This is an optimization exercise on Yosys and OpenROAD, whose aim is small area, a short achievable clock period and few clock cycles, not a production implementation.
Function was checked by simulation only, so behaviour that the tests miss may differ from the original.

==> flow/design.v (outline; a module is shown in full before it is edited, if it fits) <==
// module iir_unpack: 34 lines
// module iir_booth: 20 lines
// module iir_booth8: 25 lines
// module iir_padd: 36 lines
// module iir_tz: 13 lines
// module iir_loop: 123 lines
// module iir_stflags: 19 lines
// module iir_mroundg: 54 lines
// module iir_fmulu: 30 lines
// module iir_mulcs: 931 lines
// module iir_mul8_r: 644 lines
// module iir_fcore: 86 lines
// module iir_pack: 30 lines
// module iir_faddu: 23 lines
// module iir_line: 370 lines
module iir_line #(
    parameter WORK_WORDS = 64,
    parameter MAX_CHANNELS = 4
) (
    input  wire        clk,
    input  wire        rst,
    input  wire        start,
    input  wire [6:0]  len,         
    input  wire [2:0]  chans,       
    input  wire [31:0] a0a1,
    input  wire [31:0] a2a3,
    input  wire [31:0] b1b2,
    input  wire [31:0] cprev,
    input  wire [31:0] cnext,
    output wire        idle,
    input  wire        in_valid,
    output wire        in_ready,
    input  wire [31:0] in_data,
    output wire        out_valid,
    input  wire        out_ready,
    output wire [31:0] out_data
);
  // ...
==> flow/flow/run.sh <==
#!/bin/bash
set -o pipefail
bash standard.sh SETUP_SLACK_MARGIN=56 "BUFFER_PORTS_ARGS=-buffer_cell sky130_fd_sc_hd__buf_2" finish 2>&1 | tee make_finish.log
==> flow/standard.sh <==
#!/bin/bash
# synth_recipe.tcl (not shown) runs the flow's synth.tcl, then flattens the netlist and writes it again
# the make line also repeats each setting of config.mk as NAME=value (left out here)
make -C /OpenROAD-flow-scripts/flow DESIGN_CONFIG=/design/flow/config.mk WORK_HOME=/design/flow/orfs CLKGATE_MAP_FILE= SYNTH_SCRIPT=/design/flow/synth_recipe.tcl "${@:-finish}"
==> flow/config.mk <==
export PLATFORM = sky130hd
export DESIGN_NAME = iir_line
export DESIGN_NICKNAME = iir_line
export VERILOG_FILES = /design/flow/design.v
export SDC_FILE = /design/flow/constraint.sdc
export NUM_CORES = 8
export LEC_CHECK = 0
export ABC_AREA = 1
export CAP_MARGIN = 20
export CORE_MARGIN = 2
export CORE_UTILIZATION = 55
export CTS_CLUSTER_DIAMETER = 60
export CTS_CLUSTER_SIZE = 25
export PLACE_DENSITY = 0.75
export SLEW_MARGIN = 20
==> flow/constraint.sdc <==
create_clock -name core_clock -period 72.0 [get_ports {clk}]
set_input_delay 14.4000 -clock core_clock [delete_from_list [all_inputs] [get_ports {clk}]]
set_output_delay 14.4000 -clock core_clock [all_outputs]
set_load 0.01 [all_outputs]
==> metrics.md, run 1 <==
| Metric | Value |
|---|---|
| Ys flop type | `edfxtp_1` |
| DRT met1 WL | `277900 µm` |
| Grt met2 use | `66.89%` |
| Post-CTS resize count | `35` |
| RSZ-0062 raised after global routing | `true` |
| Dpl ws | `54.16 ns` |
| Synth warn | `6` |
| Post-synthesis cell area | `173900 µm²` |
| DR pass1 iterations | `17` |
| Largest cell class | `multi-input gates` |
| Crit path depth | `1` |
| Largest register FFs | `2048` |
| CTS tree | `built` |
| Core ar. | `314700 µm²` |
| Initial antenna violation count | `68` |
| Multi-input combinational cell count | `14480` |
| Detail Placement HPWL | `546700 µm` |
| Status | `timing/DRC/antenna clean` |
| Sequential share of cell area | `40.00%` |
| Slew HR | `13.92%` |
| Clk_buf instances | `159` |
| Final ANT Viol Nets | `0` |
| Crit. End Element | `primary output` |
| Invs w/o clock | `2337` |
| Family with the most delay on the worst path | `flip-flops` |
| Most common cell after layout, fill and taps aside | `nand2_1` |
Testbench counts, summed over its fixed seeds: cycles 16,008.
==> run 2: changes to the inputs <==
--- a/flow/config.mk
+++ b/flow/config.mk
@@ -7,5 +7,5 @@
 export LEC_CHECK = 0
 export ABC_AREA = 1
-export CAP_MARGIN = 20
+export CAP_MARGIN = 10
 export CORE_MARGIN = 2
 export CORE_UTILIZATION = 55
@@ -13,3 +13,3 @@
 export CTS_CLUSTER_SIZE = 25
 export PLACE_DENSITY = 0.75
-export SLEW_MARGIN = 20
+export SLEW_MARGIN = 10
==> metrics.md, run 2 <==
| Metric | Value |
|---|---|
| Final Setup Violations | `0` |
| Fin util | `59.47%` |
| GRT Overall Usage | `46.42%` |
| #FFs+latches synth | `2555` |
| Core ar. | `314700 µm² (unchanged)` |
| First-pass GRT wire length | `1079000 µm` |
| Synth async-reset ratio | `0%` |
| Crit Path Max Fanout | `2` |
| Cell with the most instances after synthesis | `nand2_1` |
| Slew HR | `1.441% (-12 points)` |
| Vias | `163400` |
| Port Buf Inserts | `241` |
| Final Critical Period | `15.86 ns` |
| Post-synthesis mux area share | `0.1590%` |
| Total gr overflow | `0` |
| PnR worst setup slack | `56.14 ns` |
| Syn Inst Count | `20310` |
| Max-slew violation count | `0` |
| Dpl ws | `54.25 ns (+0.08520 ns)` |
| Die area | `320800 µm²` |
| Crit share post-route | `22.02%` |
| Post-synthesis cell area | `173900 µm² (unchanged)` |
| Setup TNS | `0 ns` |
| Largest register FFs | `2048 (unchanged)` |
| Worst-Margin Slew | `1.475 ns` |
| Startpoint Class | `register` |
| Largest net degree at the start of global routing | `127` |
| CTS buffer count | `151` |
| Drt first-iter violations | `27720` |
| Commonest cells in the netlist | `nand2_1, edfxtp_1, inv_1, nor2_1, o21ai_0` |
| Clock transition at path regs | `0.09 ns` |
| Synth Area in Adders | `9.393%` |
| Largest cells by area after synthesis | `edfxtp_1, nand2_1, fa_1, inv_1, ha_1` |
| CP max stage cell | `dfxtp_1` |
| Clock buffer depth | `4` |
| Initial Util | `55.27%` |
| Die width | `566.4 µm` |
| CP max stage delay | `0.42 ns` |
| Xor/xnor share of the synthesized area | `5.171%` |
| CTS tree | `built` |
| Wire per inst | `31.37 µm` |
| H-tree depth | `4` |
| Clk sinks | `2555` |
| Clock Latency Late Sink | `0.92 ns` |
| Crit-path cells | `buf_2` |
| Setup Skew | `0.1135 ns` |
| Hold path start | `x_addr[5]` |
| Combinational family with the most area after synthesis | `simple AND/OR/NAND/NOR gates` |
| Area grow syn2layout | `7.608%` |
| Family with the most delay on the worst path | `flip-flops` |
| Worst Setup SP | `o_data[16]` |
| Detail Placement HPWL | `546400 µm (about the same)` |
| Reg-to-Reg Start | `x_r[1]` |
| Routability Congestion | `1.068` |
| Synth Area in Compound Gates | `14.56%` |
| Initial antenna violation count | `60 (-12%)` |
| Setup Crit Path Kind | `register to primary output` |
| Yosys top cell by area | `edfxtp_1` |
| Cts hold-fix bufs | `0` |
| Row cnt | `206` |
| Max cap viols | `0` |
| Most frequent cells in the layout | `nand2_1, edfxtp_1, inv_1, o21ai_0, nor2_1` |
| HP Class | `register to register` |
| Ys flop type | `edfxtp_1` |
| Share of cells above drive strength 1 | `8.102%` |
| Most common cell after layout, fill and taps aside | `nand2_1` |
| Largest Register | `work` |
| Top cell type's share of synthesized area | `40.90%` |
| Synth warn | `6 (unchanged)` |
| Clock Tree Root | `clkbuf_16` |
| Max Fclk | `63.07 MHz` |
| Number of flops mapped to enable cells by yosys | `2369` |
| RSZ-0062 raised after global routing | `true` |
| Distinct cells, synth | `100` |
| Die extent in y | `566.4 µm` |
| Simple-gate share of the synthesized area | `20.27%` |
| DRC | `0` |
| Vias/cell | `6.652` |
| Sequential cell area fraction in the yosys report | `43.04%` |
| I/O Pins | `242` |
| CP Data Arrival Time | `1.46 ns` |
| Hold Vio Cnt, Final | `0` |
| Synthesized Nets | `21550` |
| Final ANT Viol Nets | `0 (unchanged)` |
| DR pass1 iterations | `13 (-4)` |
| Buf+Inv Stages, Crit Path | `1` |
| Nets | `21550` |
| Drt total wl | `770800 µm` |
| Status | `timing/DRC/antenna clean` |
| Worst Path Required | `57.60 ns` |
| Crit. End Element | `primary output` |
| Vias in the first global route | `150400` |
| Synth Area per Inst | `8.566 µm²` |
## run 2: cell counts after synthesis
No cell type changed its count.
## run 2: final cells by class
class,instances,area (µm²)
diodes,46,115.1
clock buffers,159,3915
clock inverters,60,839.6
fillers,27630,127500
inverters,2332,8838
multi-input cells,14480,87960
flip-flops and latches,2555,74870
well taps,4160,5205
repair buffers,773,5389
repair inverters,5,35.03
## run 2: cell families (layout without fill, tap and decap cells)
logic type	count (synthesis)	count (layout)
muxes	27	27
buffers and inverters	3272	3329
AOI/OAI and AO/OA	4066	4067
xor gates and xnor gates	1021	1021
adders and majority gates	1041	1041
and+or+nand+nor	8323	8326
other	0	46
DFF	2555	2555
## run 2: repair_timing
action                     in CTS  in global routing
cloned                          6                  3
setup buffers                  18                 46
pin swaps                       2                  8
setup endpoints to repair    1728               2207
gates resized for setup        33                127
## run 2: per-layer routing
metal,global-route usage [%],share of wire [%],up-vias
li1,-,-,69670
met1,60.03,36,77240
met2,67.13,41,13370
met3,15.72,15,3112
met4,28.22,7.8,51
met5,0.3867,0.076,-
## run 2: metrics by stage
stage,area (µm²),hold slack (ns),instances
after floorplan,173900,0.4003,20310
after global placement,181200,0.4031,24230
after detailed placement,181200,0.4081,24230
after CTS,186200,0.4358,24480
after global routing,187100,0.4405,24540
final,187200,0.4518,24570
## run 2: worst paths after layout
path,to,slack (ns),cells past startpoint
worst min register to register,s2_addr[5],0.45,0
worst max-delay path,out_data[16],56.14,1
worst min-delay path,s2_addr[5],0.45,0
worst max register to register,st0[6],56.46,71

## port drivers added, routing unchanged
The results above use ideal ports. As a check the final layouts listed here were re-extracted and re-timed, cells and wires unchanged.
Step 1, drivers: a clkbuf_16 drives clk and a buf_2 each remaining input, both assumed.
Step 2 moves the port delays by t, midway between the first and last clock arrival at a register: inputs arrive t later, outputs are due t later. That takes back most of the time a late clock gives input paths.
Slacks: ideal ports / drivers / drivers and shift; pairs: ideal ports / drivers.
| run | t (ns) | slack for setup (ns) | worst setup path at the end | worst slew at a driven data input, ns |
|---|---|---|---|---|
| run 1 | 0.991 | 56.102 / 55.983 / 55.601 | input to register | 0.25 |
| run 2 | 0.969 | 56.145 / 56.033 / 55.512 | input to register | 0.22 |
After both steps setup and hold are still met in every run listed. The setup slack of run 2, which loses most, moves by -0.112 ns with the drivers and by -0.633 ns with both steps.
